Background: an optimization exercise with open tools, aiming at small area, a short achievable clock period and few clock cycles. Do not read the settings as production practice. Only simulation tests tie the RTL to the original design; equivalence was not proved. Power figures rest on the tool's default switching activity, not on a simulated workload.

$ cat design/flow/config.mk
export PLATFORM = sky130hd
export DESIGN_NAME = slang_core
export DESIGN_NICKNAME = slang_core
export VERILOG_FILES = /design/flow/design.v
export SDC_FILE = /design/flow/constraint.sdc
export NUM_CORES = 4
export LEC_CHECK = 0
export CAP_MARGIN = 20
export CELL_PAD_IN_SITES_DETAIL_PLACEMENT = 2
export CELL_PAD_IN_SITES_GLOBAL_PLACEMENT = 4
export CORE_MARGIN = 2
export CORE_UTILIZATION = 25
export PLACE_DENSITY = 0.45
export SLEW_MARGIN = 20
$ cat design/flow/constraint.sdc
create_clock -name core_clock -period 10.0 [get_ports {clk}]
set_input_delay 2.0000 -clock core_clock [delete_from_list [all_inputs] [get_ports {clk}]]
set_output_delay 2.0000 -clock core_clock [all_outputs]
set_load 0.01 [all_outputs]
$ cat design/flow/design.v
module slang_core (
    input  wire        clk,
    input  wire        rst,           
    output reg         mem_req,
    output reg         mem_we,
    output reg         mem_ram,
    output reg  [11:0] mem_addr,
    output reg  [7:0]  mem_wdata,
    input  wire        mem_ack,
    input  wire [7:0]  mem_rdata,
    output reg         con_valid,
    output reg  [7:0]  con_data,
    output wire        halted,
    output wire        faulted,
    output wire [3:0]  fault_code,
    input  wire [3:0]  dbg_sel,
    output wire [63:0] dbg_data
);
    localparam [63:0] STACK_TOP = 64'h2FF8;
    localparam [3:0] R_ACC = 4'd0, R_IP = 4'd1, R_SP = 4'd2, R_FP = 4'd3,
                     R_FS  = 4'd4, R_AC = 4'd5;
    localparam [7:0] OP_NOP = 8'h00, OP_HLT = 8'h01, OP_MOV = 8'h02, OP_LOD = 8'h03,
                     OP_STR = 8'h04, OP_ADD = 8'h05, OP_SUB = 8'h06, OP_MUL = 8'h07,
                     OP_DIV = 8'h08, OP_INC = 8'h09, OP_DEC = 8'h0A, OP_AND = 8'h0B,
                     OP_OR  = 8'h0C, OP_XOR = 8'h0D, OP_NOT = 8'h0E, OP_SHL = 8'h0F,
                     OP_SHR = 8'h10, OP_JMP = 8'h11, OP_JEQ = 8'h12, OP_JNE = 8'h13,
                     OP_JGT = 8'h14, OP_JLT = 8'h15, OP_JGE = 8'h16, OP_JLE = 8'h17,
                     OP_JNZ = 8'h18, OP_JEZ = 8'h19, OP_PSH = 8'h1A, OP_POP = 8'h1B,
                     OP_DUP = 8'h1C, OP_SWP = 8'h1D, OP_CLR = 8'h1E, OP_CAL = 8'h1F,
                     OP_RET = 8'h20;
    localparam [3:0] M_NULL = 4'd0, M_RR = 4'd1, M_RM = 4'd2, M_IR = 4'd3,
                     M_IM   = 4'd4, M_MR = 4'd5, M_MM = 4'd6, M_LIT = 4'd7,
                     M_REG  = 4'd8, M_MEM = 4'd9;
    localparam [1:0] K_NONE = 2'd0, K_REG = 2'd1, K_IMM = 2'd2, K_ADR = 2'd3;
    localparam [3:0] F_DECODE = 4'd1, F_INVOP = 4'd2, F_UNKREG = 4'd3,
                     F_OOB    = 4'd4, F_UNMAPW = 4'd5, F_RDWO  = 4'd6,
                     F_DIV0   = 4'd7, F_SHIFT  = 4'd8, F_WROM  = 4'd9;
    localparam [4:0] S_OP = 5'd0, S_MODE = 5'd1, S_R1 = 5'd2, S_F1 = 5'd3,
                     S_R2 = 5'd4, S_F2 = 5'd5, S_RD = 5'd6, S_WR = 5'd7,
                     S_MUL = 5'd8, S_DIV = 5'd9, S_FSADJ = 5'd10, S_RE1 = 5'd11,
                     S_RE2 = 5'd12, S_RE3 = 5'd13, S_HALT = 5'd14, S_FAULT = 5'd15,
                     S_SHL = 5'd16, S_SHR = 5'd17, S_SHRW = 5'd18, S_EX = 5'd19,
                     S_INCW = 5'd20, S_FSW = 5'd21;
    localparam [3:0] C_DONE = 4'd0, C_MOVR = 4'd1, C_MOVM = 4'd2, C_ALU = 4'd3,
                     C_INCM = 4'd4, C_PSH = 4'd5, C_POP = 4'd6, C_DUP1 = 4'd7,
                     C_DUP2 = 4'd8, C_SWP1 = 4'd9, C_SWP2 = 4'd10, C_SWP3 = 4'd11,
                     C_CAL = 4'd12, C_RET = 4'd13;
    localparam [2:0] Y_SUM = 3'd0, Y_AND = 3'd1, Y_OR = 3'd2, Y_XOR = 3'd3,
                     Y_NOTA = 3'd4, Y_PASSB = 3'd5, Y_PASSA = 3'd6, Y_CSEL = 3'd7;
    reg [4:0]  st;
    reg [3:0]  cont, fcode;
    reg        exq;              
    reg [63:0] acc, ip, sp, fp, fs;
    reg [63:0] gr5, gr6, gr7, gr8, gr9, gr10, gr11, gr12, gr13;
    reg [7:0]  opb;
    reg [3:0]  mode, r1, r2;
    reg        r1bad;
    reg [63:0] F, T;
    reg [63:0] PR;               
    reg [16:0] ar, a2;           
    reg [2:0]  ai;               
    reg [3:0]  cnt;
    reg [6:0]  dn;
    reg        dlead, first;
    reg        jlt, jeq;
    reg        r1_done;
    function [1:0] first_kind(input [3:0] md);
        case (md)
            M_RR, M_RM, M_REG: first_kind = K_REG;
            M_IR, M_IM, M_LIT: first_kind = K_IMM;
            M_MR, M_MM, M_MEM: first_kind = K_ADR;
            default:           first_kind = K_NONE;
        endcase
    endfunction
    function [1:0] second_kind(input [3:0] md);
        case (md)
            M_RR, M_IR, M_MR: second_kind = K_REG;
            M_RM, M_IM, M_MM: second_kind = K_ADR;
            default:          second_kind = K_NONE;
        endcase
    endfunction
    function accepted(input [7:0] o, input [3:0] md);
        case (o)
            OP_NOP, OP_HLT, OP_DUP, OP_SWP, OP_CLR, OP_RET:
                accepted = (md == M_NULL);
            OP_MOV, OP_LOD, OP_STR:
                accepted = (md == M_RR) || (md == M_RM) || (md == M_IR) ||
                           (md == M_IM) || (md == M_MR) || (md == M_MM);
            OP_ADD, OP_SUB, OP_MUL, OP_DIV, OP_AND, OP_OR, OP_XOR, OP_SHL, OP_SHR:
                accepted = (md == M_RR) || (md == M_IR) || (md == M_MR);
            OP_INC, OP_DEC:
                accepted = (md == M_REG) || (md == M_MEM);
            OP_NOT:
                accepted = (md == M_REG);
            OP_JMP, OP_JEQ, OP_JNE, OP_JGT, OP_JLT, OP_JGE, OP_JLE, OP_JNZ, OP_JEZ,
            OP_PSH, OP_CAL:
                accepted = (md == M_LIT) || (md == M_REG);
            OP_POP:
                accepted = (md == M_NULL) || (md == M_REG);
            default:
                accepted = 1'b0;
        endcase
    endfunction
    function [64:0] add64(input [63:0] a, input [63:0] b, input ci);
        reg [63:0] p, G, P;
        integer l, i, j;
        begin
            p = a ^ b;
            G = a & b;
            P = p;
            G[0] = G[0] | (p[0] & ci);
            for (l = 0; l < 6; l = l + 1)
                for (i = 0; i < 64; i = i + 1)
                    if (((i >> l) & 1) == 1) begin
                        j = ((i >> l) << l) - 1;
                        G[i] = G[i] | (P[i] & G[j]);
                        P[i] = P[i] & P[j];
                    end
            add64[0] = p[0] ^ ci;
            for (i = 1; i < 64; i = i + 1)
                add64[i] = p[i] ^ G[i-1];
            add64[64] = G[63];
        end
    endfunction
    function [63:0] pre64(input [63:0] x);
        integer l, i, j;
        begin
            pre64 = x;
            for (l = 0; l < 6; l = l + 1)
                for (i = 0; i < 64; i = i + 1)
                    if (((i >> l) & 1) == 1) begin
                        j = ((i >> l) << l) - 1;
                        pre64[i] = pre64[i] & pre64[j];
                    end
        end
    endfunction
    function [63:0] inc64(input [63:0] x);
        reg [63:0] c;
        begin
            c = pre64(x);
            inc64 = x ^ {c[62:0], 1'b1};
        end
    endfunction
    function [63:0] dec64(input [63:0] x);
        reg [63:0] c;
        begin
            c = pre64(~x);
            dec64 = x ^ {c[62:0], 1'b1};
        end
    endfunction
    function lt8(input [7:0] a, input [7:0] b);
        integer k;
        begin
            lt8 = 1'b0;
            for (k = 0; k < 8; k = k + 1)
                if (a[k] != b[k]) lt8 = b[k];
        end
    endfunction
    function [16:0] desc(input [63:0] a);
        desc = {~|a[63:16], a[15:0]};
    endfunction
    function [16:0] desc_pm8(input [63:0] x, input dn8);
        reg [63:0] y;
        reg        c;
        reg        hz;
        begin
            if (!dn8) begin
                y = inc64({51'd0, x[15:3]});
                c = &x[15:3];
                hz = c ? (&x[63:16]) : (~|x[63:16]);
            end else begin
                y = dec64({51'd0, x[15:3]});
                c = ~|x[15:3];
                hz = c ? (x[63:16] == 48'd1) : (~|x[63:16]);
            end
            desc_pm8 = {hz, y[12:0], x[2:0]};
        end
    endfunction
    wire fetch_st = (st == S_OP) || (st == S_MODE) || (st == S_R1) ||
                    (st == S_F1) || (st == S_R2) || (st == S_F2);
    wire is_wr    = (st == S_WR);
    wire is_rd    = fetch_st || (st == S_RD);
    wire acc_st   = is_rd || is_wr;
    wire len8     = (st == S_F1) || (st == S_F2) || (st == S_RD) || is_wr;
    wire [16:0] base = fetch_st ? desc(ip) : ar;
    wire        b_hz = base[16];
    wire [15:0] b_lo = base[15:0];
    wire lo_z11 = ~|b_lo[11:0];
    wire d_con  = b_hz && (b_lo[15:12] == 4'hF) && (b_lo[11:5] == 7'd0) &&
                  (!b_lo[4] || (b_lo[3:0] == 4'd0));
    wire d_ram  = b_hz && ((b_lo[15:12] == 4'h2) || ((b_lo[15:12] == 4'h3) && lo_z11));
    wire d_rom  = b_hz && ((b_lo[15:12] == 4'h0) || ((b_lo[15:12] == 4'h1) && lo_z11));
    wire d_mem  = d_ram || d_rom;
    wire mapped = d_mem || d_con;
    wire [3:0]  o3    = {1'b0, b_lo[2:0]} + {1'b0, ai};
    wire [63:0] o9    = inc64({55'd0, b_lo[11:3]});
    wire [12:0] o12   = {o3[3] & (&b_lo[11:3]), o3[3] ? o9[8:0] : b_lo[11:3], o3[2:0]};
    wire [2:0]  nlo   = ~b_lo[2:0];
    wire        c3    = (ai[2] & ~nlo[2]) |
                        ((ai[2] ~^ nlo[2]) & ((ai[1] & ~nlo[1]) |
                                              ((ai[1] ~^ nlo[1]) & ai[0] & ~nlo[0])));
    wire        ocon  = b_lo[4] || (c3 && b_lo[3]);
    wire        oob   = d_con ? ocon : (b_lo[12] || (c3 && (&b_lo[11:3])));
    wire f_rdwo = d_con && !is_wr;
    wire f_oob  = mapped && oob;
    wire f_wrom = d_rom && is_wr;
    wire f_unm  = !mapped && is_wr;
    wire bfault = acc_st && (f_rdwo || f_oob || f_wrom || f_unm);
    wire [3:0] bfcode = f_rdwo ? F_RDWO : f_oob ? F_OOB : f_wrom ? F_WROM : F_UNMAPW;
    wire bok    = mapped && !f_rdwo && !oob && !f_wrom;
    wire step   = acc_st && !bfault && ((d_con || mem_ack) || !mapped);
    wire last   = !len8 || (ai == 3'd7) || !mapped;
    wire [7:0]  bv      = (d_mem && is_rd) ? mem_rdata : 8'd0;
    wire [63:0] F_sh    = {bv, F[63:8]};
    wire [63:0] rd_full = (acc_st && !mapped) ? 64'd0 : F_sh;
    always @* begin
        mem_req   = acc_st && bok && d_mem;
        mem_we    = is_wr;
        mem_ram   = d_ram;
        mem_addr  = o12[11:0];
        mem_wdata = F[7:0];
        con_valid = is_wr && bok && d_con;
        con_data  = F[7:0];
    end
    assign halted     = (st == S_HALT);
    assign faulted    = (st == S_FAULT);
    assign fault_code = faulted ? fcode : 4'd0;
    wire [3:0] ex_idx  = (mode == M_REG) ? r1 : r2;
    wire [3:0] cal_idx = (cnt == 4'd8) ? R_FS : (cnt + 4'd6);
    reg  [3:0] pidx_run;
    always @* begin
        case (st)
            S_R1:    pidx_run = (opb == OP_POP) ? R_FS : bv[3:0];
            S_R2:    pidx_run = bv[3:0];
            S_WR:    pidx_run = (cont == C_CAL) ? cal_idx : R_FS;
            S_RD:    pidx_run = (cont == C_ALU) ? r2 : R_FS;
            S_RE1:   pidx_run = R_SP;
            default: pidx_run = R_FS;
        endcase
    end
    wire [3:0] pidx = (halted || faulted) ? dbg_sel : pidx_run;
    reg [63:0] port;
    always @* begin
        case (pidx)
            4'd0:  port = acc;
            4'd1:  port = ip;
            4'd2:  port = sp;
            4'd3:  port = fp;
            4'd4:  port = fs;
            4'd5:  port = gr5;
            4'd6:  port = gr6;
            4'd7:  port = gr7;
            4'd8:  port = gr8;
            4'd9:  port = gr9;
            4'd10: port = gr10;
            4'd11: port = gr11;
            4'd12: port = gr12;
            4'd13: port = gr13;
            default: port = 64'd0;
        endcase
    end
    assign dbg_data = port;
    wire        ip_c3 = len8 || (&ip[2:0]);
    wire [63:0] ip_hi = pre64({3'b111, ip[63:3]});
    wire [63:0] ipn   = {ip[63:3] ^ ({ip_hi[59:0], 1'b1} & {61{ip_c3}}),
                         len8 ? ip[2:0] : ip[2:0] + 3'd1};
    wire        pr_isip = (st == S_R1 || st == S_R2) && (pidx_run == R_IP);
    wire        f_isip  = (st == S_R2 || st == S_F2) && (r1 == R_IP);
    wire [63:0] pr_fx   = f_isip ? ipn : PR;
    always @(posedge clk)
        PR <= pr_isip ? ipn : port;
    wire [63:0] s_val = F;
    wire [3:0] mode_x = (st == S_MODE) ? M_NULL : mode;
    wire [1:0] k1x    = first_kind(mode_x);
    wire [1:0] k2x    = second_kind(mode_x);
    wire [1:0] k1     = first_kind(mode);
    wire [1:0] k2     = second_kind(mode);
    wire       opb_bad = (|opb[7:6]) || (opb[5] && (|opb[4:0]));
    wire       bv_gt9  = (|bv[7:4]) || (bv[3] && (bv[2] || bv[1]));
    wire       bv_gt13 = (|bv[7:4]) || (bv[3] && bv[2] && bv[1]);
    wire       dec_bad = opb_bad || bv_gt9;
    wire x_ev = step && (((st == S_MODE) && (bv == 8'd0) && !dec_bad) ||
                         ((st == S_R1) && (k2 == K_NONE)) ||
                         ((st == S_F1) && last && (k2 == K_NONE)) ||
                         (st == S_R2) ||
                         ((st == S_F2) && last));
    wire r1bad_x = (st == S_R1) ? bv_gt13 : r1bad;
    wire r2bad_x = bv_gt13;
    wire x_acc   = accepted(opb, mode_x);
    wire x_regok = !((k1x == K_REG) && r1bad_x) && !((k2x == K_REG) && r2bad_x);
    wire [16:0] a2x = !mapped ? 17'h10000 : {a2[16] && (bv == 8'd0), a2[15:0]};
    wire rd_last = (st == S_RD) && step && last;
    wire is_dy   = (opb == OP_ADD) || (opb == OP_SUB) || (opb == OP_AND) ||
                   (opb == OP_OR)  || (opb == OP_XOR) || (opb == OP_MUL) ||
                   (opb == OP_DIV) || (opb == OP_SHL) || (opb == OP_SHR);
    wire is_dy1  = (opb == OP_ADD) || (opb == OP_SUB) || (opb == OP_AND) ||
                   (opb == OP_OR)  || (opb == OP_XOR);
    wire is_mov  = (opb == OP_MOV) || (opb == OP_LOD) || (opb == OP_STR);
    wire ex_now  = (st == S_EX) || ((st == S_OP) && exq);
    wire alu_now = ex_now && is_dy;
    reg        a_zero, a_ones, a_div, a_sp, a_acc;
    reg        b_t, b_acc, b_k;
    reg [63:0] b_const;
    reg        sub, cin;
    reg [2:0]  yop;
    reg        sp_dn;
    wire [63:0] Tm    = first ? 64'd0 : T;
    wire [63:0] a_in  = a_zero ? 64'd0 : a_ones ? {64{1'b1}} :
                        a_div ? {Tm[62:0], acc[63]} : a_sp ? sp : a_acc ? acc : PR;
    wire [63:0] b_in  = b_k ? b_const : b_t ? T : b_acc ? acc : s_val;
    wire [64:0] sum   = add64(a_in, sub ? ~b_in : b_in, sub | cin);
    reg [63:0] alu_y;
    always @* begin
        case (yop)
            Y_AND:   alu_y = a_in & b_in;
            Y_OR:    alu_y = a_in | b_in;
            Y_XOR:   alu_y = a_in ^ b_in;
            Y_NOTA:  alu_y = ~a_in;
            Y_PASSB: alu_y = b_in;
            Y_PASSA: alu_y = a_in;
            Y_CSEL:  alu_y = F[0] ? sum[63:0] : a_in;
            default: alu_y = sum[63:0];
        endcase
    end
    wire [63:0] jv    = (st == S_F1) ? rd_full : PR;
    wire [7:0]  acc_b = acc[8*ai +: 8];
    wire        b_lt  = (bv != acc_b) ? lt8(acc_b, bv) : (jlt && ai != 3'd0);
    wire        b_eq  = (bv == acc_b) && (jeq || ai == 3'd0);
    wire        a_z   = (acc == 64'd0);
    wire        j_eq  = (st == S_F1) ? (mapped ? b_eq : a_z) : (sum[63:0] == 64'd0);
    wire        j_lt  = (st == S_F1) ? (mapped && b_lt) : (sum[64] && !j_eq);
    reg         taken;
    always @* begin
        case (opb)
            OP_JMP:  taken = 1'b1;
            OP_JEQ:  taken = j_eq;
            OP_JNE:  taken = !j_eq;
            OP_JGT:  taken = !j_lt && !j_eq;
            OP_JLT:  taken = j_lt;
            OP_JGE:  taken = !j_lt;
            OP_JLE:  taken = j_lt || j_eq;
            OP_JNZ:  taken = !a_z;
            default: taken = a_z;
        endcase
    end
    wire [3:0] ret_dst = (cnt == 4'd0) ? R_FS : (cnt == 4'd9) ? R_IP : (4'd14 - cnt);
    wire       div_q   = Tm[63] | sum[64];
    wire       mul_end = (F[63:1] == 63'd0);
    wire       mul_skp = (F[7:0] == 8'd0);
    wire       div_skp = dlead && (acc[63:56] == 8'd0) && (dn[6:3] != 4'd7);
    wire [6:0] sh_nx   = (dn[5:3] != 3'd0) ? dn - 7'd8 : dn - 7'd1;
    wire       sh_fin  = (sh_nx[5:0] == 6'd0);
    reg [4:0]  st_n;
    reg [3:0]  cont_n, fc_n;
    reg        fault_n;
    reg        exq_set;
    reg        gw_en, gw_rd;
    reg [3:0]  gw_idx;
    reg        ip_n, ip_j, ip_t;                        
    reg        sp_top, sp_sum;
    reg        fs_sum, fs_clr;
    reg        fp_sum;
    reg        acc_y, acc_dq, acc_d8;
    reg        F_sh_ld, F_sh1, F_port, F_pr, F_ipn, F_y, F_T, F_fp, F_ac;
    reg        T_pr, T_rd, T_div, T_sh1, T_sh8;
    reg        ar_f1, ar_a2x, ar_a2, ar_sp, ar_pm;
    reg        a2_ld;
    reg        cnt_clr, cnt_inc;
    reg        first_set, first_clr;
    reg        div_init, sh_init;
    always @* begin
        a_zero = 1'b0; a_ones = 1'b0; a_div = 1'b0; a_sp = 1'b0; a_acc = 1'b0;
        b_t = 1'b0; b_acc = 1'b0; b_k = 1'b0; b_const = 64'd0;
        sub = 1'b0; cin = 1'b0; yop = Y_SUM; sp_dn = 1'b0;
        case (st)
            S_MODE, S_R1: begin                  
                a_sp = 1'b1; b_k = 1'b1; b_const = 64'd8;
            end
            S_RD: begin
                if (cont == C_POP) begin         
                    b_k = 1'b1; b_const = -64'd8;
                end else begin                   
                    a_sp = 1'b1; b_k = 1'b1; b_const = 64'd8;
                end
                sp_dn = (cont == C_DUP1);
            end
            S_WR: begin                          
                a_sp = 1'b1; b_k = 1'b1; b_const = -64'd8;
                sp_dn = (cont != C_SWP3);
            end
            S_MUL: begin                         
                a_zero = first; a_acc = 1'b1; b_t = 1'b1; yop = Y_CSEL;
            end
            S_DIV: begin
                a_div = 1'b1; sub = 1'b1;
            end
            S_INCW: begin                        
                a_zero = (opb == OP_INC); a_ones = (opb == OP_DEC); cin = (opb == OP_INC);
            end
            S_FSADJ: begin                       
                b_k = 1'b1; b_const = (opb == OP_PSH) ? 64'd8 : -64'd8;
            end
            S_RE3:  sub = 1'b1;
            S_SHRW: yop = Y_PASSB;
            default: begin                       
                case (opb)
                    OP_SUB: sub = 1'b1;
                    OP_AND: yop = Y_AND;
                    OP_OR:  yop = Y_OR;
                    OP_XOR: yop = Y_XOR;
                    OP_SHL, OP_DIV: yop = Y_PASSA;
                    OP_INC: begin b_k = 1'b1; cin = 1'b1; end
                    OP_DEC: begin b_k = 1'b1; b_const = {64{1'b1}}; end
                    OP_NOT: yop = Y_NOTA;
                    OP_MOV, OP_LOD, OP_STR: yop = Y_PASSB;
                    OP_JMP, OP_JEQ, OP_JNE, OP_JGT, OP_JLT, OP_JGE, OP_JLE,
                    OP_JNZ, OP_JEZ: begin sub = 1'b1; b_acc = 1'b1; end
                    default: ;
                endcase
            end
        endcase
    end
    always @* begin
        st_n = st; cont_n = cont; fc_n = fcode; fault_n = 1'b0; exq_set = 1'b0;
        gw_en = 1'b0; gw_rd = 1'b0; gw_idx = R_ACC;
        ip_n = 1'b0; ip_j = 1'b0; ip_t = 1'b0;
        sp_top = 1'b0; sp_sum = 1'b0; 
        fs_sum = 1'b0; fs_clr = 1'b0; fp_sum = 1'b0;
        acc_y = 1'b0; acc_dq = 1'b0; acc_d8 = 1'b0;
        F_sh_ld = 1'b0; F_sh1 = 1'b0; F_port = 1'b0; F_pr = 1'b0; F_ipn = 1'b0; F_y = 1'b0;
        F_T = 1'b0; F_fp = 1'b0; F_ac = 1'b0;
        T_pr = 1'b0; T_rd = 1'b0; T_div = 1'b0; T_sh1 = 1'b0; T_sh8 = 1'b0;
        ar_f1 = 1'b0; ar_a2x = 1'b0; ar_a2 = 1'b0; ar_sp = 1'b0; ar_pm = 1'b0;
        a2_ld = 1'b0; cnt_clr = 1'b0; cnt_inc = 1'b0;
        first_set = 1'b0; first_clr = 1'b0; div_init = 1'b0; sh_init = 1'b0;
        if (ex_now) begin
            if (st == S_EX) st_n = S_OP;
            case (opb)
                OP_MOV, OP_LOD, OP_STR: begin
                    gw_en = 1'b1; gw_idx = r2;
                end
                OP_INC, OP_DEC, OP_NOT: acc_y = 1'b1;
                OP_JMP, OP_JEQ, OP_JNE, OP_JGT, OP_JLT, OP_JGE, OP_JLE,
                OP_JNZ, OP_JEZ: begin
                    if (taken) ip_j = 1'b1;
                end
                OP_PSH: begin
                    F_pr = 1'b1; ar_sp = 1'b1; st_n = S_WR; cont_n = C_PSH;
                end
                OP_CAL: begin
                    T_pr = 1'b1; ar_sp = 1'b1; cnt_clr = 1'b1;
                    st_n = S_WR; cont_n = C_CAL;
                end
                default: ;               
            endcase
        end
        if ((st == S_R2 || st == S_F2) && r1_done && k1 == K_REG) F_pr = 1'b1;
        if (acc_st && bfault) begin
            fault_n = 1'b1; fc_n = bfcode;
        end else if (acc_st && step) begin
            if (len8 && st != S_F2) F_sh_ld = 1'b1;
            if (fetch_st && (st != S_F1 && st != S_F2 || last)) ip_n = 1'b1;
            case (st)
                S_OP:   st_n = S_MODE;
                S_MODE: begin
                    if (dec_bad) begin
                        fault_n = 1'b1; fc_n = F_DECODE;
                    end else begin
                        case (first_kind(bv[3:0]))
                            K_REG:   st_n = S_R1;
                            K_NONE:  ;
                            default: st_n = S_F1;
                        endcase
                    end
                end
                S_R1: begin
                    case (k2)
                        K_REG:   st_n = S_R2;
                        K_NONE:  ;
                        default: st_n = S_F2;
                    endcase
                end
                S_F1: if (last) begin
                    ar_f1 = 1'b1;
                    case (k2)
                        K_REG:   st_n = S_R2;
                        K_NONE:  ;
                        default: st_n = S_F2;
                    endcase
                end
                S_RD: if (last) begin
                    case (cont)
                        C_MOVR: begin
                            gw_en = 1'b1; gw_rd = 1'b1; gw_idx = r2; st_n = S_OP;
                        end
                        C_MOVM: begin
                            ar_a2 = 1'b1; st_n = S_WR; cont_n = C_DONE;
                        end
                        C_ALU: begin
                            if (is_dy1) begin st_n = S_OP; exq_set = 1'b1; end
                            else st_n = S_EX;
                        end
                        C_INCM: st_n = S_INCW;
                        C_POP: begin
                            gw_en = 1'b1; gw_rd = 1'b1; gw_idx = r1;
                            if (r1 == R_FS) st_n = S_FSW;
                            else begin
                                fs_sum = 1'b1; st_n = S_OP;
                            end
                        end
                        C_DUP1: begin
                            ar_pm = 1'b1; st_n = S_WR; cont_n = C_DUP2;
                        end
                        C_SWP1: begin
                            T_rd = 1'b1; ar_pm = 1'b1; cont_n = C_SWP2;
                        end
                        C_SWP2: begin
                            ar_sp = 1'b1; st_n = S_WR; cont_n = C_SWP3;
                        end
                        default: begin        
                            gw_en = 1'b1; gw_rd = 1'b1; gw_idx = ret_dst;
                            if (cnt == 4'd9) begin
                                F_fp = 1'b1; st_n = S_RE1;
                            end else begin
                                sp_sum = 1'b1; ar_pm = 1'b1; cnt_inc = 1'b1;
                            end
                        end
                    endcase
                end
                S_WR: if (last) begin
                    case (cont)
                        C_PSH: begin
                            sp_sum = 1'b1; st_n = S_FSADJ;
                        end
                        C_DUP2: begin
                            sp_sum = 1'b1; st_n = S_OP;
                        end
                        C_SWP3: begin
                            F_T = 1'b1; ar_pm = 1'b1; cont_n = C_DONE;
                        end
                        C_CAL: begin
                            sp_sum = 1'b1;
                            if (cnt == 4'd9) begin
                                fs_clr = 1'b1; fp_sum = 1'b1; ip_t = 1'b1; st_n = S_OP;
                            end else begin
                                cnt_inc = 1'b1; F_port = 1'b1; ar_pm = 1'b1;
                            end
                        end
                        default: st_n = S_OP;
                    endcase
                end
                default: ;
            endcase
            if (x_ev) begin
                st_n = S_OP;
                if (!x_acc) begin
                    fault_n = 1'b1; fc_n = F_INVOP;
                end else if (!x_regok) begin
                    fault_n = 1'b1; fc_n = F_UNKREG;
                end else begin
                    case (opb)
                        OP_NOP: ;
                        OP_HLT: st_n = S_HALT;
                        OP_MOV, OP_LOD, OP_STR: begin
                            case (mode_x)
                                M_RR, M_IR: begin
                                    if (bv[3:0] == R_IP) st_n = S_EX;
                                    else exq_set = 1'b1;
                                end
                                M_MR: begin st_n = S_RD; cont_n = C_MOVR; end
                                M_MM: begin a2_ld = 1'b1; st_n = S_RD; cont_n = C_MOVM; end
                                default: begin
                                    ar_a2x = 1'b1; st_n = S_WR; cont_n = C_DONE;
                                end
                            endcase
                        end
                        OP_ADD, OP_SUB, OP_AND, OP_OR, OP_XOR, OP_MUL, OP_DIV,
                        OP_SHL, OP_SHR: begin
                            if (mode_x == M_MR) begin
                                st_n = S_RD; cont_n = C_ALU;
                            end else if (is_dy1) begin
                                exq_set = 1'b1;
                            end else begin
                                st_n = S_EX;
                            end
                        end
                        OP_INC, OP_DEC: begin
                            if (mode_x == M_MEM) begin
                                st_n = S_RD; cont_n = C_INCM;
                            end else begin
                                exq_set = 1'b1;
                            end
                        end
                        OP_NOT: exq_set = 1'b1;
                        OP_JMP, OP_JEQ, OP_JNE, OP_JGT, OP_JLT, OP_JGE, OP_JLE,
                        OP_JNZ, OP_JEZ: begin
                            if (mode_x == M_LIT) begin
                                if (taken) begin ip_n = 1'b0; ip_j = 1'b1; end
                            end else begin
                                st_n = S_EX;
                            end
                        end
                        OP_PSH: begin
                            if (mode_x == M_LIT) begin
                                ar_sp = 1'b1; st_n = S_WR; cont_n = C_PSH;
                            end else begin
                                st_n = S_EX;
                            end
                        end
                        OP_POP: begin
                            sp_sum = 1'b1;
                            if (mode_x == M_REG) begin
                                ar_pm = 1'b1; st_n = S_RD; cont_n = C_POP;
                            end else begin
                                st_n = S_FSADJ;
                            end
                        end
                        OP_DUP: begin ar_sp = 1'b1; st_n = S_RD; cont_n = C_DUP1; end
                        OP_SWP: begin ar_sp = 1'b1; st_n = S_RD; cont_n = C_SWP1; end
                        OP_CLR: sp_top = 1'b1;
                        OP_CAL: begin
                            F_ipn = 1'b1;
                            if (mode_x == M_LIT) begin
                                T_rd = 1'b1; ar_sp = 1'b1; cnt_clr = 1'b1;
                                st_n = S_WR; cont_n = C_CAL;
                            end else begin
                                st_n = S_EX;
                            end
                        end
                        default: begin           
                            sp_sum = 1'b1; ar_pm = 1'b1; cnt_clr = 1'b1;
                            st_n = S_RD; cont_n = C_RET;
                        end
                    endcase
                end
            end
        end else begin
            case (st)
                S_INCW: begin
                    F_y = 1'b1; st_n = S_WR; cont_n = C_DONE;
                end
                S_FSW: st_n = S_FSADJ;        
                S_MUL: begin
                    acc_y = 1'b1; first_clr = 1'b1;
                    if (mul_end) st_n = S_OP;
                    else if (mul_skp) begin F_sh_ld = 1'b1; T_sh8 = 1'b1; end
                    else begin F_sh1 = 1'b1; T_sh1 = 1'b1; end
                end
                S_DIV: begin
                    if (div_skp) begin
                        acc_d8 = 1'b1;
                    end else begin
                        T_div = 1'b1; acc_dq = 1'b1; first_clr = 1'b1;
                        if (dn == 7'd63) st_n = S_OP;
                    end
                end
                S_SHL: begin
                    if (dn[5:3] != 3'd0) acc_d8 = 1'b1; else acc_dq = 1'b1;
                    if (sh_fin) st_n = S_OP;
                end
                S_SHR: begin
                    if (dn[5:3] != 3'd0) F_sh_ld = 1'b1; else F_sh1 = 1'b1;
                    if (sh_fin) st_n = S_SHRW;
                end
                S_SHRW: begin
                    acc_y = 1'b1; st_n = S_OP;
                end
                S_FSADJ: begin
                    fs_sum = 1'b1; st_n = S_OP;
                end
                S_RE1: begin      
                    fp_sum = 1'b1; F_ac = 1'b1; st_n = S_RE2;
                end
                S_RE2: begin      
                    sp_sum = 1'b1; st_n = S_RE3;
                end
                S_RE3: begin      
                    fs_sum = 1'b1; st_n = S_OP;
                end
                default: ;
            endcase
        end
        if (alu_now) begin
            case (opb)
                OP_SHL, OP_SHR:
                    if (s_val[63:6] != 58'd0) begin
                        fault_n = 1'b1; fc_n = F_SHIFT;
                    end else if (opb == OP_SHL) begin
                        acc_y = 1'b1; sh_init = 1'b1;
                        st_n = (s_val[5:0] != 6'd0) ? S_SHL : S_OP;
                    end else begin
                        F_pr = 1'b1; sh_init = 1'b1;
                        st_n = (s_val[5:0] != 6'd0) ? S_SHR : S_SHRW;
                    end
                OP_MUL: begin
                    T_pr = 1'b1; first_set = 1'b1;
                    st_n = S_MUL;
                end
                OP_DIV:
                    if (s_val == 64'd0) begin
                        fault_n = 1'b1; fc_n = F_DIV0;
                    end else begin
                        acc_y = 1'b1; first_set = 1'b1; div_init = 1'b1;
                        st_n = S_DIV;
                    end
                default: acc_y = 1'b1;
            endcase
        end
        if (fault_n) st_n = S_FAULT;
    end
    wire [63:0] gw_val = gw_rd ? rd_full : alu_y;
    always @(posedge clk) begin
        if (rst) begin
            st    <= S_OP;
            fcode <= 4'd0;
            exq   <= 1'b0;
            ai    <= 3'd0;
            cnt   <= 4'd0;
            first <= 1'b0;
        end else begin
            st    <= st_n;
            cont  <= cont_n;
            fcode <= fc_n;
            exq   <= exq_set;
            r1_done <= (st == S_R1) && step;
            if (acc_st && step) ai <= last ? 3'd0 : ai + 3'd1;
            if (acc_st && step && st == S_OP) opb <= bv;
            if (acc_st && step && st == S_MODE) begin
                mode <= bv[3:0]; a2[16] <= 1'b1;
            end
            if (acc_st && step && st == S_R1) begin
                r1 <= bv[3:0]; r1bad <= bv_gt13;
            end
            if (acc_st && step && st == S_R2) r2 <= bv[3:0];
            if (acc_st && step && st == S_F1) begin jlt <= b_lt; jeq <= b_eq; end
            if (acc_st && step && st == S_F2) begin
                if (ai == 3'd0) a2[7:0]  <= bv;
                if (ai == 3'd1) a2[15:8] <= bv;
                if (ai[2:1] != 2'd0) a2[16] <= a2[16] && (bv == 8'd0);
                if (last && !mapped) a2 <= 17'h10000;
            end
            if (a2_ld) a2 <= a2x;
            if (cnt_clr) cnt <= 4'd0;
            if (cnt_inc) cnt <= cnt + 4'd1;
            if (first_set) first <= 1'b1;
            if (first_clr) first <= 1'b0;
            if (div_init) begin dn <= 7'd0; dlead <= 1'b1; end
            if (sh_init) dn <= {1'b0, s_val[5:0]};
            if (st == S_SHL || st == S_SHR) dn <= sh_nx;
            if (st == S_DIV) begin
                if (div_skp) dn <= dn + 7'd8;
                else begin dn <= dn + 7'd1; dlead <= 1'b0; end
            end
            if (ar_f1)  ar <= desc(rd_full);
            if (ar_a2x) ar <= a2x;
            if (ar_a2)  ar <= a2;
            if (ar_sp)  ar <= desc(sp);
            if (ar_pm)  ar <= desc_pm8(sp, sp_dn);
        end
    end
    always @(posedge clk) begin
        if (!rst) begin
            if (F_sh_ld || F_sh1 || F_port || F_pr || F_ipn || F_y || F_T || F_fp || F_ac)
                F <= F_ipn  ? ipn :
                     F_pr   ? pr_fx :
                     F_port ? port :
                     F_y    ? alu_y :
                     F_T    ? T :
                     F_fp   ? fp :
                     F_ac   ? {gr5[60:0], 3'b000} :
                     F_sh1  ? {1'b0, F[63:1]} :
                              rd_full;
            if (T_pr || T_rd || T_div || T_sh1 || T_sh8)
                T <= T_pr   ? PR :
                     T_rd   ? rd_full :
                     T_div  ? (div_q ? sum[63:0] : a_in) :
                     T_sh1  ? {T[62:0], 1'b0} :
                              {T[55:0], 8'd0};
        end
    end
    always @(posedge clk) begin
        if (rst) begin
            acc <= 64'd0;
            ip  <= 64'd0;
            sp  <= STACK_TOP;
            fp  <= STACK_TOP;
            fs  <= 64'd0;
            gr5 <= 64'd0; gr6 <= 64'd0; gr7 <= 64'd0; gr8 <= 64'd0; gr9 <= 64'd0;
            gr10 <= 64'd0; gr11 <= 64'd0; gr12 <= 64'd0; gr13 <= 64'd0;
        end else begin
            if (gw_en && gw_idx == R_ACC)
                acc <= gw_val;
            else if (acc_y || acc_dq || acc_d8)
                acc <= acc_dq ? {acc[62:0], div_q && (st == S_DIV)} :
                       acc_d8 ? {acc[55:0], 8'd0} : alu_y;
            if (gw_en && gw_idx == R_IP)
                ip <= gw_val;
            else if (ip_n || ip_j || ip_t)
                ip <= ip_j ? jv : ip_t ? T : ipn;
            if (gw_en && gw_idx == R_SP)
                sp <= gw_val;
            else if (sp_top || sp_sum)
                sp <= sp_top ? STACK_TOP : sum[63:0];
            if (gw_en && gw_idx == R_FP)
                fp <= gw_val;
            else if (fp_sum)
                fp <= sum[63:0];
            if (gw_en && gw_idx == R_FS)
                fs <= gw_val;
            else if (fs_clr)
                fs <= 64'd0;
            else if (fs_sum)
                fs <= sum[63:0];
            if (gw_en && gw_idx == 4'd5)  gr5  <= gw_val;
            if (gw_en && gw_idx == 4'd6)  gr6  <= gw_val;
            if (gw_en && gw_idx == 4'd7)  gr7  <= gw_val;
            if (gw_en && gw_idx == 4'd8)  gr8  <= gw_val;
            if (gw_en && gw_idx == 4'd9)  gr9  <= gw_val;
            if (gw_en && gw_idx == 4'd10) gr10 <= gw_val;
            if (gw_en && gw_idx == 4'd11) gr11 <= gw_val;
            if (gw_en && gw_idx == 4'd12) gr12 <= gw_val;
            if (gw_en && gw_idx == 4'd13) gr13 <= gw_val;
        end
    end
endmodule
$ cat design/flow/run.sh
#!/bin/bash
# synth_recipe.tcl (not shown) runs the flow's synth.tcl, then flattens the netlist and writes it again
# the make line also repeats each setting of config.mk as NAME=value (left out here)
make -C /OpenROAD-flow-scripts/flow DESIGN_CONFIG=/design/flow/config.mk WORK_HOME=/design/flow/orfs CLKGATE_MAP_FILE= SYNTH_SCRIPT=/design/flow/synth_recipe.tcl finish
==> results of run 1 <==
## routing by layer
metal  up-vias  GRT usage (%)  part of all wire, %
met5         -              0                0.039
met2      6128          56.03                   38
met3      1149          14.82                   12
met4        40          14.99                  4.2
li1      40380              -                    -
met1     53780          60.43                   45
## per-stage QoR
step	utilization [%]	setup WS [ps]	TNS (ps)	std cells	hold slack, ps
finish	30.22	-3.923	-3.923	15530	454.8
global route	30.19	-21.76	-58.34	15490	471.4
CTS	30.05	72.37	0	15480	458.9
detailed placement	28.30	-713.9	-39220	15170	450.9
global placement	28.27	-470.8	-24610	15170	439.2
floorplan	-	863.8	0	11020	431.6
## state kept, by name (all words and copies together), names as in the netlist, 64 cells and up, named ones only
signal / flops
PR: 64
gr5: 64
fs: 64
F: 64
acc: 64
gr8: 64
gr13: 64
gr11: 64
sp: 64
gr6: 64
gr9: 64
T: 64
ip: 64
gr10: 64
gr7: 64
fp: 64
gr12: 64
## power groups by stage
stage,combinational [W],sequential (W),clock (W)
finish,0.0366,0.00671,0.00638
global route,0.0367,0.00663,0.00658
CTS,0.0341,0.00656,0.00642
detailed placement,0.0339,0.00665,0
global placement,0.0334,0.00666,0
floorplan,0.0140,0.00592,0
## worst max path at each step
stage | from | end | cells past startpoint
finish | ip[35] | dbg_data[57] | 17
global route | st[4] | ip[61] | 40
CTS | st[2] | ip[47] | 39
detailed placement | st[2] | ip[25] | 35
global placement | st[2] | ip[25] | 38
floorplan | st[1] | ip[42] | 39
## cell type report
cell class / count / share of cell area (%)
Inverter: 234 / 0.9057
Sequential cell: 1186 / 26.53
Clock buffer: 240 / 4.997
Multi-Input combinational cell: 8508 / 52.43
Timing Repair Buffer: 952 / 8.761
Antenna cell: 38 / 0.09805
Tap cell: 4305 / 5.554
Clock inverter: 63 / 0.7276
## cell usage in the layout, fill, tap and decap left out, types with 77 or more instances in the layout
master	Yosys	layout
a221oi_1	269	266
clkdlybuf4s50_1	0	115
edfxtp_1	198	198
xor2_1	108	107
o22ai_1	99	98
inv_1	229	228
o21ai_0	553	541
a211oi_1	373	369
a31oi_1	234	212
clkbuf_16	0	171
nand3_1	202	197
ha_1	229	227
nand2_1	2036	2018
buf_4	23	751
a22o_1	86	86
a21oi_1	1004	987
nand4_1	156	156
mux2i_1	147	146
nor2_1	1089	1057
nor3_1	170	162
nor4_1	88	77
dfxtp_1	988	987
a22oi_1	433	433
o211ai_1	172	172
xnor2_1	83	83
## what timing repair did
item                                    in CTS  in global routing
gates resized for setup                      5                 55
endpoints found under the setup margin      64                 78
buffers inserted                             1                  5
cloned                                       0                  2
pin swaps                                    1                  8
hold buffers                                 0                  0
## kinds of logic after synthesis
logic type / after synthesis / synth area share (%)
AO/OA/AOI/OAI: 3776 / 31.18
adder cells (fa/ha/maj): 239 / 3.781
XOR/XNOR: 191 / 2.077
multiplexers: 178 / 2.464
buffers and inverters: 1321 / 6.475
AND/OR/NAND/NOR: 4124 / 22.08
flip-flops: 1186 / 31.94
## critical path, cell delays in order (launching register included)
cell and delay (ps):
dfxtp_1 500, nor4_1 980, nand4_1 400, nor4_2 370, buf_4 270, mux2i_2 90, buf_4 210, nor3_1 170
buf_4 230, a31oi_1 400, nand2b_1 530, nor3_4 130, buf_12 240, a22oi_1 480, nand2_1 110, a221oi_1 460
nand4_1 740, clkdlybuf4s50_1 720
==> results.txt, run 1 <==
* Outcome: finished with violations
* Layout check faults: negative setup slack
* Design area at slightly below 0.1 mm²
* Max Freq at about 0.1 GHz
* Initial DRT Pass Iterations at 6
* Final hold violation count at 0
* Crit Reg-Reg Startpoint: st[1]
* Clock Path Buffers at 4
* Setup ws final at -3.923 ps
* RR Endpoint: ip[61]
* CTS sink cnt at 1,186
* Max-Cap Viols at 0
* Via count at a little over 100k
* Grt ovf at 0
* Largest cells by area after synthesis: dfxtp_1 (25%), nand2_1 (9.5%), edfxtp_1 (7.4%)
* Mapped Area at ~0.08 mm²
* Avg Cell Area, Syn at 7.312 µm²
* CTS tree: done
* Arrival @ worst endpoint at roughly 8000 ps
* Hold Path Sink: gr9[17]
* Register area at 0.02573 mm²
* Register bit total from synthesis at between 1,000 and 1,500
* Crit path kind: reg2out
* First-pass GRT wire length at slightly above 900,000 µm
* Die W at 571.6 µm
* EDFF count, synth at slightly below 200
* Switching share of total power at between 60 and 70%
* Worst-Margin Slew at 1350 ps
* Cell Pwr Density at ~510 mW/mm²
* Leak at ~34 nW
* Die Y at roughly 570 µm
* Number of port buffers at between 100 and 150
* Pins Over Slew Limit at 0
* Ys async rst share at 0%
* Antenna violations before repair at 109
* Seq/Total Area, Yosys at about a third
* Largest area contributor in the netlist: dfxtp_1
* Largest net degree at the start of global routing at 160
* Slew headroom at 10.01%
* Residual DRC at 0
* Layout cell share with drive strength beyond 1 at approximately an eighth
* Cell row count at approximately 210
* Post-Syn Instances at approximately 11,000
* Gate power share at approximately 74%
* Top cells by count, synth: nand2_1 (2,036), nor2_1 (1,089), a21oi_1 (1,004)
* Dpl cell area at a little over 0.09 mm²
* Vias in the first global route at slightly below 100k
* Yosys warnings at 1
* Area of the die at ~0.33 mm²
* Worst setup EP type: output pin
* Tot Pwr at a little under 0.05 W
* Final period util at 100.0%
* Flop pwr share at roughly 14%
* Initial drt markers at roughly 15,000
* DPL Wire Length at roughly 540,000 µm
* Area share of the largest cell type after synthesis at 24.56%
* Netlist cell types at approximately 110
* Fill count at about 37,000
* Worst vdd ir at between 0.5 and 0.6 mV
* Worst R2R Setup Slack at about 420 ps
* HP Class: reg2reg
* CTS Buf Count at about 170
* Power Internal at 0.01783 W
* Clock network power share at 12.8%
* R2r worst-path depth at 37
* Nets at around 11,000
* Critical Path Fanout Max at 25
* Multi-input gate area at between 0.05 and 0.06 mm²
* Final Setup Violations at 1
* Vias per cell at around 6.5
* WL/cell at about 46 µm
* Clock skew at roughly 43 ps
* Worst-Skew Late Latency at about 920 ps
* WP data required at 8000 ps
* Layout area overhead at 20.42%
* Starting Density at around 25%
* H-tree lvl count at 4
* Count leader, synth: nand2_1
* Routed Antenna Nets at 0
* Mapped Nets at about 11,000
* Root Driver: clkbuf_16
* Total track usage at 41.89%
* Wirelength, routed at between 700,000 and 800,000 µm
* Startpoint types: flip-flop
* Fin crit period at approximately 10,000 ps
* Core outline area at 0.3209 mm²
* Ys flop type: dfxtp_1
* Switching power total at 0.03182 W
* Clock slew at reported path FFs at 60 ps
* Ports at 117
* Routability cong. at between 1 and 1.5
* Hold Crit Start: gr9[17]
* Worst Hold Path Cells at 2
Testbench counts, summed over its fixed seeds: cycles 289,532.
==> inputs of run 2 (changes only) <==
--- a/design/flow/config.mk
+++ b/design/flow/config.mk
@@ -12,3 +12,5 @@
 export CORE_UTILIZATION = 25
 export PLACE_DENSITY = 0.45
+export SETUP_SLACK_MARGIN = 2.5
 export SLEW_MARGIN = 20
+export TNS_END_PERCENT = 0
==> run 2 against run 1 <==
Power rose by 0.87%. Critical endpoint is now dbg_data[32]. Synthesized cell count did not move. First-iteration DRC count rose by 1.1%. Now clean on timing, DRC and antenna. Die area did not move. Sequential share of layout area fell by 0.28 points. Clock skew rose by 11 ps. Design area rose by 1.1%.
==> results.txt, run 2 <==
* Max Freq at 0.1054 GHz
* Clock Path Buffers at 4
* Mapped Nets at approximately 11,000
* Die W at roughly 570 µm
* Routed Antenna Nets at 0
* Core outline area at 0.3209 mm²
* Avg Cell Area, Syn at approximately 7.3 µm²
* HP Class: reg2reg
* Starting Density at about a quarter
* RSZ-0062 raised after global routing: yes
* Via count at approximately 100k
* Outcome: timing/DRC/antenna clean
* Wirelength, routed at 714,100 µm
* Ports at 117
* Switching power total at 0.03200 W
* Final hold violation count at 0
* Post-Syn Instances at 11,020
* Top cell by count, worst path: buf_4
* Worst hold slack at about 460 ps
* Startpoint types: flip-flop
* Largest net degree at the start of global routing at ~180
* Largest cells by area after synthesis: dfxtp_1 (25%), nand2_1 (9.5%), edfxtp_1 (7.4%)
* Area share of the largest cell type after synthesis at between 20% and 30%
* Critical Path Fanout Max at 17
* DPL Wire Length at about 540,000 µm
* Design area at 0.09805 mm²
* Setup WS pre-CTS at -579.2 ps
* Final Setup Violations at 0
* Arrival @ worst endpoint at 7490 ps
* Pins Over Slew Limit at 0
* WL/cell at approximately 46 µm
* Ys async rst share at 0%
* Top cells by count, synth: nand2_1 (2,036), nor2_1 (1,089), a21oi_1 (1,004)
* WP data required at 8000 ps
* EDFF count, synth at 198
* Worst setup EP type: output pin
* Antenna violations before repair at 110
* Hold_buf cts at 0
* Vias in the first global route at just under 100k
* Layout area overhead at 21.74%
* CTS sink cnt at between 1,000 and 1,500
* Crit path kind: reg2out
* Cell row count at between 200 and 250
* Largest area contributor in the netlist: dfxtp_1
* Buf/Inv on CP at 7
* Setup ws final at a little over 500 ps
* Yosys warnings at 1
* Critical path, cell by cell: nor4_1, nand4_1, nor4_2, buf_4, mux2i_2, nor3_2, buf_4, nand2_2, clkinv_1, o2bb2a_4, o21a_1, buf_4, nor3_4, buf_12, buf_4, a22oi_1, nand2_1, a221oi_1, nand4_1, clkdlybuf4s50_1
* Register area at roughly 0.026 mm²
* Mapped Area at roughly 0.08 mm²
* Ys flop type: dfxtp_1
* CTS tree: done
* Nets at about 11,000
* Fin crit period at 9487 ps
* Seq/Total Area, Yosys at 31.94%
* Residual DRC at 0
* Layout cell share with drive strength beyond 1 at a little over an eighth
* Multi-input gate area at about 0.051 mm²
* CP max stage cell: nor4_1
* Clock slew at reported path FFs at ~60 ps
* Clock skew at roughly 54 ps
* Switching share of total power at between 60% and 70%
* Clock network power share at about an eighth
* Max-Cap Viols at 0
* Inst Count DP at approximately 15,000
* Post-Layout Cell Count at approximately 16,000
* Die Y at ~570 µm
* Slew headroom at ~8.8%
* Worst vdd ir at roughly 0.41 mV
* Initial drt markers at 15,160
* First-pass GRT wire length at 933,700 µm
* Commonest non-fill, non-tap cells in the layout: nand2_1 (2,014), nor2_1 (1,048), dfxtp_1 (982)
* Commonest non-fill, non-tap cell in the layout: nand2_1
* Fill count at between 30,000 and 40,000
* Area of the die at about 0.33 mm²
* Dpl cell area at roughly 0.091 mm²
* CTS Buf Count at ~170
* Largest delay contributor family on the critical path: simple AND/OR/NAND/NOR gates
* Vias per cell at between 6 and 7
* Number of port buffers at around 120
* H-tree lvl count at 4
* Cell Pwr Density at slightly above 500 mW/mm²
* Grt ovf at 0
* Final period util at a little over nine tenths
* CP peak stage delay at roughly 1000 ps
* Initial DRT Pass Iterations at 6
* Power Internal at roughly 0.018 W
* Leak at around 35 nW
* Routability cong. at approximately 1
* Worst-Skew Late Latency at approximately 890 ps
* Register bit total from synthesis at between 1,000 and 1,500
* Count leader, synth: nand2_1
* Worst-Margin Slew at roughly 1400 ps
* Netlist cell types at 107
* Gate power share at roughly three quarters
* Flop pwr share at a little over an eighth
* Total track usage at roughly two fifths
* Root Driver: clkbuf_16
[run 2: routing by layer]
metal  vias to the layer above  global-route usage (%)  wire [µm]
met5                         -                  0.1176        236
met4                        30                   14.36      28620
met3                      1086                   13.85      84930
met2                      6173                   56.87     277300
met1                     54230                   60.49     322900
li1                      40570                       -          -
[run 2: power groups by stage]
stage          Clock [W]  Combinational [W]  Sequential [W]
6_report         0.00620             0.0371         0.00679
5_1_grt          0.00640             0.0372         0.00669
4_1_cts          0.00623             0.0343         0.00662
3_5_place_dp           0             0.0339         0.00671
3_3_place_gp           0             0.0335         0.00672
2_1_floorplan          0             0.0141         0.00592
[run 2: kinds of logic after synthesis]
family | share of synthesized area, %
AO/OA/AOI/OAI | 31.18
buffers and inverters | 6.475
multiplexers | 2.464
adder cells (fa/ha/maj) | 3.781
flip-flops | 31.94
AND/OR/NAND/NOR | 22.08
XOR/XNOR | 2.077
[run 2: what timing repair did]
action / in CTS / in global routing
setup buffers: 17 / 46
pin swaps: 11 / 22
gates cloned: 4 / 6
resized for setup: 68 / 94
setup endpoints to repair: 1074 / 803
[run 2: layout make-up]
| cell class | instances | area share [%] |
|---|---|---|
| inverter | 234 | 0.8958 |
| multi-input combinational | 8511 | 52.28 |
| clock buffer | 252 | 5.075 |
| timing repair buffer | 1030 | 9.480 |
| tap | 4305 | 5.494 |
| clock inverter | 43 | 0.4300 |
| sequential | 1186 | 26.25 |
| antenna | 37 | 0.09443 |
[run 2: final timing paths]
kind / end / depth (start not counted) / start / slack, ps
setup / recovery: dbg_data[32] / 20 / ip[60] / 510
hold / removal: fs[57] / 2 / fs[57] / 460
setup reg to reg: ip[31] / 38 / opb[7] / 690
hold reg to reg: fs[57] / 2 / fs[57] / 460
[run 2: worst register-to-register path: cells and delay by family, from the launching register on]
family | cells | cell delay (ps)
buffers and inverters | 9 | 1550
AND/OR/NAND/NOR | 14 | 2900
multiplexers | 1 | 240
flip-flops | 1 | 450
AO/OA/AOI/OAI | 11 | 2830
adder cells (fa/ha/maj) | 2 | 980
XOR/XNOR | 1 | 220
[run 2: per-stage QoR]
step	TNS (ps)	power (W)	util, %
after floorplan	0	0.02005	-
after global placement	-11590	0.04021	28.36
after detailed placement	-28390	0.04061	28.38
after CTS	0	0.04717	30.22
after global routing	0	0.05027	30.53
final	0	0.05008	30.56
==> inputs of run 3 (changes only) <==
--- a/design/flow/design.v
+++ b/design/flow/design.v
@@ -41,5 +41,5 @@
                      S_RE2 = 5'd12, S_RE3 = 5'd13, S_HALT = 5'd14, S_FAULT = 5'd15,
                      S_SHL = 5'd16, S_SHR = 5'd17, S_SHRW = 5'd18, S_EX = 5'd19,
-                     S_INCW = 5'd20, S_FSW = 5'd21;
+                     S_INCW = 5'd20, S_FSW = 5'd21, S_JX = 5'd22;
     localparam [3:0] C_DONE = 4'd0, C_MOVR = 4'd1, C_MOVM = 4'd2, C_ALU = 4'd3,
                      C_INCM = 4'd4, C_PSH = 4'd5, C_POP = 4'd6, C_DUP1 = 4'd7,
@@ -227,16 +227,7 @@
     assign fault_code = faulted ? fcode : 4'd0;
     wire [3:0] ex_idx  = (mode == M_REG) ? r1 : r2;
-    wire [3:0] cal_idx = (cnt == 4'd8) ? R_FS : (cnt + 4'd6);
-    reg  [3:0] pidx_run;
-    always @* begin
-        case (st)
-            S_R1:    pidx_run = (opb == OP_POP) ? R_FS : bv[3:0];
-            S_R2:    pidx_run = bv[3:0];
-            S_WR:    pidx_run = (cont == C_CAL) ? cal_idx : R_FS;
-            S_RD:    pidx_run = (cont == C_ALU) ? r2 : R_FS;
-            S_RE1:   pidx_run = R_SP;
-            default: pidx_run = R_FS;
-        endcase
-    end
+    reg  [3:0] pidx_r;
+    reg        use_bv;
+    wire [3:0] pidx_run = use_bv ? bv[3:0] : pidx_r;
     wire [3:0] pidx = (halted || faulted) ? dbg_sel : pidx_run;
     reg [63:0] port;
@@ -328,6 +319,8 @@
     wire        b_eq  = (bv == acc_b) && (jeq || ai == 3'd0);
     wire        a_z   = (acc == 64'd0);
-    wire        j_eq  = (st == S_F1) ? (mapped ? b_eq : a_z) : (sum[63:0] == 64'd0);
-    wire        j_lt  = (st == S_F1) ? (mapped && b_lt) : (sum[64] && !j_eq);
+    wire        v_eq  = &(a_in ~^ b_in);
+    wire        v_gt  = sum[64] && !v_eq;
+    wire        j_eq  = (st == S_F1) ? (mapped ? b_eq : a_z) : jeq;
+    wire        j_lt  = (st == S_F1) ? (mapped && b_lt) : jlt;
     reg         taken;
     always @* begin
@@ -368,56 +361,58 @@
     reg        cnt_clr, cnt_inc;
     reg        first_set, first_clr;
-    reg        div_init, sh_init;
-    always @* begin
-        a_zero = 1'b0; a_ones = 1'b0; a_div = 1'b0; a_sp = 1'b0; a_acc = 1'b0;
-        b_t = 1'b0; b_acc = 1'b0; b_k = 1'b0; b_const = 64'd0;
-        sub = 1'b0; cin = 1'b0; yop = Y_SUM; sp_dn = 1'b0;
-        case (st)
-            S_MODE, S_R1: begin                  
-                a_sp = 1'b1; b_k = 1'b1; b_const = 64'd8;
-            end
-            S_RD: begin
-                if (cont == C_POP) begin         
-                    b_k = 1'b1; b_const = -64'd8;
-                end else begin                   
-                    a_sp = 1'b1; b_k = 1'b1; b_const = 64'd8;
+    reg        div_init, sh_init, jflag;
+    function [14:0] alu_cfg(input [4:0] s_, input [3:0] c_, input [7:0] o_, input f_);
+        reg az, ao, ad, asp, aac, bt, bac, bk, sb, ci;
+        reg [1:0] kc;
+        reg [2:0] yo;
+        begin
+            az = 1'b0; ao = 1'b0; ad = 1'b0; asp = 1'b0; aac = 1'b0;
+            bt = 1'b0; bac = 1'b0; bk = 1'b0; kc = 2'd0; sb = 1'b0; ci = 1'b0; yo = Y_SUM;
+            case (s_)
+                S_MODE, S_R1: begin asp = 1'b1; bk = 1'b1; kc = 2'd1; end       
+                S_RD: begin
+                    if (c_ == C_POP) begin bk = 1'b1; kc = 2'd2; end            
+                    else begin asp = 1'b1; bk = 1'b1; kc = 2'd1; end            
+                end
+                S_WR:    begin asp = 1'b1; bk = 1'b1; kc = 2'd2; end            
+                S_MUL:   begin az = f_; aac = 1'b1; bt = 1'b1; yo = Y_CSEL; end
+                S_DIV:   begin ad = 1'b1; sb = 1'b1; end
+                S_INCW:  begin az = (o_ == OP_INC); ao = (o_ == OP_DEC); ci = (o_ == OP_INC); end
+                S_FSADJ: begin bk = 1'b1; kc = (o_ == OP_PSH) ? 2'd1 : 2'd2; end
+                S_RE3:   sb = 1'b1;
+                S_SHRW:  yo = Y_PASSB;
+                default: begin                       
+                    case (o_)
+                        OP_SUB: sb = 1'b1;
+                        OP_AND: yo = Y_AND;
+                        OP_OR:  yo = Y_OR;
+                        OP_XOR: yo = Y_XOR;
+                        OP_SHL, OP_DIV: yo = Y_PASSA;
+                        OP_INC: begin bk = 1'b1; ci = 1'b1; end
+                        OP_DEC: begin bk = 1'b1; kc = 2'd3; end
+                        OP_NOT: yo = Y_NOTA;
+                        OP_MOV, OP_LOD, OP_STR: yo = Y_PASSB;
+                        OP_JMP, OP_JEQ, OP_JNE, OP_JGT, OP_JLT, OP_JGE, OP_JLE,
+                        OP_JNZ, OP_JEZ: begin sb = 1'b1; bac = 1'b1; end
+                        default: ;
+                    endcase
                 end
-                sp_dn = (cont == C_DUP1);
-            end
-            S_WR: begin                          
-                a_sp = 1'b1; b_k = 1'b1; b_const = -64'd8;
-                sp_dn = (cont != C_SWP3);
-            end
-            S_MUL: begin                         
-                a_zero = first; a_acc = 1'b1; b_t = 1'b1; yop = Y_CSEL;
-            end
-            S_DIV: begin
-                a_div = 1'b1; sub = 1'b1;
-            end
-            S_INCW: begin                        
-                a_zero = (opb == OP_INC); a_ones = (opb == OP_DEC); cin = (opb == OP_INC);
-            end
-            S_FSADJ: begin                       
-                b_k = 1'b1; b_const = (opb == OP_PSH) ? 64'd8 : -64'd8;
-            end
-            S_RE3:  sub = 1'b1;
-            S_SHRW: yop = Y_PASSB;
-            default: begin                       
-                case (opb)
-                    OP_SUB: sub = 1'b1;
-                    OP_AND: yop = Y_AND;
-                    OP_OR:  yop = Y_OR;
-                    OP_XOR: yop = Y_XOR;
-                    OP_SHL, OP_DIV: yop = Y_PASSA;
-                    OP_INC: begin b_k = 1'b1; cin = 1'b1; end
-                    OP_DEC: begin b_k = 1'b1; b_const = {64{1'b1}}; end
-                    OP_NOT: yop = Y_NOTA;
-                    OP_MOV, OP_LOD, OP_STR: yop = Y_PASSB;
-                    OP_JMP, OP_JEQ, OP_JNE, OP_JGT, OP_JLT, OP_JGE, OP_JLE,
-                    OP_JNZ, OP_JEZ: begin sub = 1'b1; b_acc = 1'b1; end
-                    default: ;
-                endcase
-            end
+            endcase
+            alu_cfg = {az, ao, ad, asp, aac, bt, bac, bk, kc, sb, ci, yo};
+        end
+    endfunction
+    reg [14:0] cfg;
+    always @* begin
+        {a_zero, a_ones, a_div, a_sp, a_acc, b_t, b_acc, b_k} = cfg[14:7];
+        case (cfg[6:5])
+            2'd0: b_const = 64'd0;
+            2'd1: b_const = 64'd8;
+            2'd2: b_const = -64'd8;
+            default: b_const = {64{1'b1}};
         endcase
+        sub = cfg[4];
+        cin = cfg[3];
+        yop = cfg[2:0];
+        sp_dn = ((st == S_RD) && (cont == C_DUP1)) || ((st == S_WR) && (cont != C_SWP3));
     end
     always @* begin
@@ -433,5 +428,5 @@
         ar_f1 = 1'b0; ar_a2x = 1'b0; ar_a2 = 1'b0; ar_sp = 1'b0; ar_pm = 1'b0;
         a2_ld = 1'b0; cnt_clr = 1'b0; cnt_inc = 1'b0;
-        first_set = 1'b0; first_clr = 1'b0; div_init = 1'b0; sh_init = 1'b0;
+        first_set = 1'b0; first_clr = 1'b0; div_init = 1'b0; sh_init = 1'b0; jflag = 1'b0;
         if (ex_now) begin
             if (st == S_EX) st_n = S_OP;
@@ -443,5 +438,5 @@
                 OP_JMP, OP_JEQ, OP_JNE, OP_JGT, OP_JLT, OP_JGE, OP_JLE,
                 OP_JNZ, OP_JEZ: begin
-                    if (taken) ip_j = 1'b1;
+                    jflag = 1'b1; st_n = S_JX;
                 end
                 OP_PSH: begin
@@ -641,4 +636,8 @@
                 end
                 S_FSW: st_n = S_FSADJ;        
+                S_JX: begin
+                    if (taken) ip_j = 1'b1;
+                    st_n = S_OP;
+                end
                 S_MUL: begin
                     acc_y = 1'b1; first_clr = 1'b1;
@@ -710,4 +709,30 @@
     end
     wire [63:0] gw_val = gw_rd ? rd_full : alu_y;
+    wire [7:0] opb_n = (acc_st && step && st == S_OP) ? bv : opb;
+    wire [3:0] r1_n  = (acc_st && step && st == S_R1) ? bv[3:0] : r1;
+    wire [3:0] r2_n  = (acc_st && step && st == S_R2) ? bv[3:0] : r2;
+    wire [3:0] cnt_n = cnt_clr ? 4'd0 : cnt_inc ? cnt + 4'd1 : cnt;
+    wire       first_n = first_set ? 1'b1 : first_clr ? 1'b0 : first;
+    reg  [3:0] pidx_n;
+    always @* begin
+        case (st_n)
+            S_WR:       pidx_n = (cont_n == C_CAL) ? ((cnt_n == 4'd8) ? R_FS : cnt_n + 4'd6) : R_FS;
+            S_RD:       pidx_n = (cont_n == C_ALU) ? r2_n : R_FS;
+            S_RE1:      pidx_n = R_SP;
+            S_EX, S_JX: pidx_n = (mode == M_REG) ? r1_n : r2_n;
+            default:    pidx_n = R_FS;
+        endcase
+    end
+    always @(posedge clk) begin
+        if (rst) begin
+            pidx_r <= R_FS;
+            use_bv <= 1'b0;
+            cfg    <= 15'd0;
+        end else begin
+            pidx_r <= pidx_n;
+            use_bv <= (st_n == S_R2) || ((st_n == S_R1) && (opb_n != OP_POP));
+            cfg    <= alu_cfg(st_n, cont_n, opb_n, first_n);
+        end
+    end
     always @(posedge clk) begin
         if (rst) begin
@@ -734,4 +759,5 @@
             if (acc_st && step && st == S_R2) r2 <= bv[3:0];
             if (acc_st && step && st == S_F1) begin jlt <= b_lt; jeq <= b_eq; end
+            if (jflag) begin jlt <= v_gt; jeq <= v_eq; end
             if (acc_st && step && st == S_F2) begin
                 if (ai == 3'd0) a2[7:0]  <= bv;
--- a/design/flow/config.mk
+++ b/design/flow/config.mk
@@ -12,5 +12,5 @@
 export CORE_UTILIZATION = 25
 export PLACE_DENSITY = 0.45
-export SETUP_SLACK_MARGIN = 2.5
+export SETUP_SLACK_MARGIN = 3.5
 export SLEW_MARGIN = 20
 export TNS_END_PERCENT = 0
==> run 3 against run 2 <==
Die area up 2.0%. Area after synthesis up 2.0%. Routed wire length increased by 1.0%. Clock-buffer cell count increased by 3. Worst hold slack better by 0.88 ps. Via count rose by 0.16%. Sequential share of layout area decreased by 0.11 points. Register-to-register slack gained 1600 ps. Critical path depth did not move. Largest cell class unchanged. Highest routed layer unchanged.
==> results.txt, run 3 <==
* DPL Wire Length at 540,400 µm
* Grt ovf at 0
* Starting Density at about a quarter
* Layout cell share with drive strength beyond 1 at between 10% and 20%
* Register bit total from synthesis at about 1,200
* Fill count at 37,630
* Tot Pwr at 0.04490 W
* Top cells by count, synth: nand2_1 (1,677), nor2_1 (1,515), a21oi_1 (1,205)
* Initial DRT Pass Iterations at 8
* Area of the die at 0.3331 mm²
* Final hold violation count at 0
* Cell row count at 210
* Cell Pwr Density at about 450 mW/mm²
* Antenna violations before repair at 90
* Ys async rst share at 0%
* Nets at around 12,000
* Design area at 0.09950 mm²
* Vias per cell at ~6.5
* Layout area overhead at 21.15%
* WP data required at between 10,000 and 15,000 ps
* Vias in the first global route at between 90,000 and 100k
* Leak at between 30 and 40 nW
* Ys flop type: dfxtp_1
* Post-Syn Instances at about 11,000
* CP peak stage delay at 990 ps
* Setup_tns at 0 ps
* CTS sink cnt at 1,197
* Worst vdd ir at around 0.27 mV
* Routed Antenna Nets at 0
* Area share of the largest cell type after synthesis at approximately a quarter
* Mapped Nets at 11,540
* Number of port buffers at 116
* Critical path, cell by cell: mux2i_1, o21ai_0, a221oi_2, nor2_1, ha_1, o21ai_0, o21ai_0, a21o_1, buf_4, o2111ai_1, o21a_1, nand2_1, a221oi_1, xnor2_2, a2bb2oi_2, o21ai_1, buf_4, o21ai_0, a31oi_1, a211oi_1
* Clock Path Buffers at 4
* Mapped Area at about 0.08 mm²
* Root Driver: clkbuf_16
* Count leader, synth: nand2_1
* Yosys warnings at 1
* Initial drt markers at 15,390
* CP max stage cell: dfxtp_1
* Core outline area at between 0.3 and 0.4 mm²
* Outcome: timing/DRC/antenna clean
* Avg Cell Area, Syn at between 7 and 8 µm²
* Worst setup EP type: flip-flop
* Commonest non-fill, non-tap cells in the layout: nand2_1 (1,656), nor2_1 (1,461), a21oi_1 (1,172)
* CTS Buf Count at 166
* Final period util at 76.63%
* Netlist cell types at ~120
* First-pass GRT wire length at 947,600 µm
* Pins Over Slew Limit at 0
* Max Freq at between 0.1 and 0.15 GHz
* Worst-Skew Late Latency at 910 ps
* H-tree lvl count at 4
* CTS tree: done
* Routability cong. at 0.9927
* Clock skew at between 70 and 80 ps
* Largest area contributor in the netlist: dfxtp_1
* RSZ-0062 raised after global routing: yes
* Die W at between 500 and 600 µm
* Worst-Margin Slew at 1267 ps
* Max-Cap Viols at 0
* Final Setup Violations at 0
* Top cell by count, worst path: o21ai_0
* Clock slew at reported path FFs at roughly 60 ps
* Residual DRC at 0
* Total track usage at approximately two fifths
* Critical Path Fanout Max at 14
* Largest cells by area after synthesis: dfxtp_1 (24%), nand2_1 (7.7%), a21oi_1 (7.3%)
* Startpoint types: flip-flop
* Slew headroom at about 15%
* Wirelength, routed at 721,500 µm
[run 3: cell types whose count changed after synthesis, sizes merged, moves of 45 or more]
cell / before / now
a22oi: 433 / 359
a21oi: 1007 / 1208
nor3: 190 / 244
nor2: 1096 / 1519
a31oi: 235 / 117
mux2i: 148 / 204
inv: 230 / 275
nand4: 156 / 94
buf: 212 / 275
nand2: 2037 / 1677
[run 3: per-stage QoR]
| step | std cells | setup slack, ps | hold WS (ps) | utilization [%] |
|---|---|---|---|---|
| 4_1_cts | 15770 | 2559 | 457.2 | 30.29 |
| 6_report | 15810 | 2337 | 456.7 | 30.42 |
| 5_1_grt | 15790 | 2290 | 474.7 | 30.40 |
| 3_3_place_gp | 15260 | 473.4 | 443.5 | 27.69 |
| 2_1_floorplan | 11290 | 2360 | 436.0 | - |
| 3_5_place_dp | 15270 | 1060 | 449.3 | 27.71 |
[run 3: metal layers]
layer	vias to the layer above	wire length (µm)	share of wire (%)	GRT usage, %
li1	40970	-	-	-
met1	54050	332000	46	61.52
met2	6199	271700	38	55.02
met3	1014	85330	12	12.99
met4	16	32360	4.5	15.83
met5	-	112	0.016	0
[run 3: repair_timing]
action | in CTS | in global routing
hold buffers | 0 | 0
resized for setup | 383 | 41
setup buffers | 188 | 13
pin swaps | 96 | 30
setup endpoints to repair | 1220 | 1248
cloned | 15 | 1
[run 3: worst paths after layout]
check                           startpoint       to  slack, ps  cells after the start
worst min register to register     gr6[63]  gr6[63]        460                      2
worst max register to register      acc[3]   ip[57]       2340                     20
worst min-delay path               gr6[63]  gr6[63]        460                      2
worst max-delay path                acc[3]   ip[57]       2340                     20
[run 3: cell type report]
class                   instances  area [µm²]  share of cell area [%]
diodes                         23       57.56                 0.05784
clock buffers                 255        4942                   4.967
clock inverters                48       461.7                  0.4640
inverters                     277        1054                   1.059
multi-input cells            8714       52920                   53.18
flip-flops and latches       1197       26010                   26.14
well taps                    4346        5438                   5.465
repair buffers                948        8627                   8.670
[run 3: worst max-delay path: cells and delay by family (launching register included)]
kind	cells	cell delay (ps)
adder cells (fa/ha/maj)	1	360
XOR/XNOR	1	430
multiplexers	1	160
AO/OA/AOI/OAI	13	4390
flip-flops	1	990
AND/OR/NAND/NOR	2	690
buffers and inverters	2	430
[run 3: kinds of logic (layout without fill, tap and decap cells)]
kind of cell	count (synthesis)	count (layout)	share of synthesized area (%)
AOI/OAI and AO/OA	3855	3855	30.89
xor gates and xnor gates	194	194	2.069
adders and majority gates	237	237	3.681
buffers and inverters	1389	1528	6.746
DFF	1197	1197	31.59
muxes	250	250	3.345
other	0	23	0
and+or+nand+nor	4169	4178	21.68
[run 3: where the power goes]
| part | total [W] | switching (W) | internal [W] |
|---|---|---|---|
| logic | 0.0310 | 0.0233 | 0.00772 |
| clock network | 0.00627 | 0.00271 | 0.00356 |
| registers | 0.00762 | 0.00192 | 0.00570 |
| total | 0.0449 | 0.0279 | 0.0170 |
Testbench counts of run 3, summed over its fixed seeds: cycles 289,918.
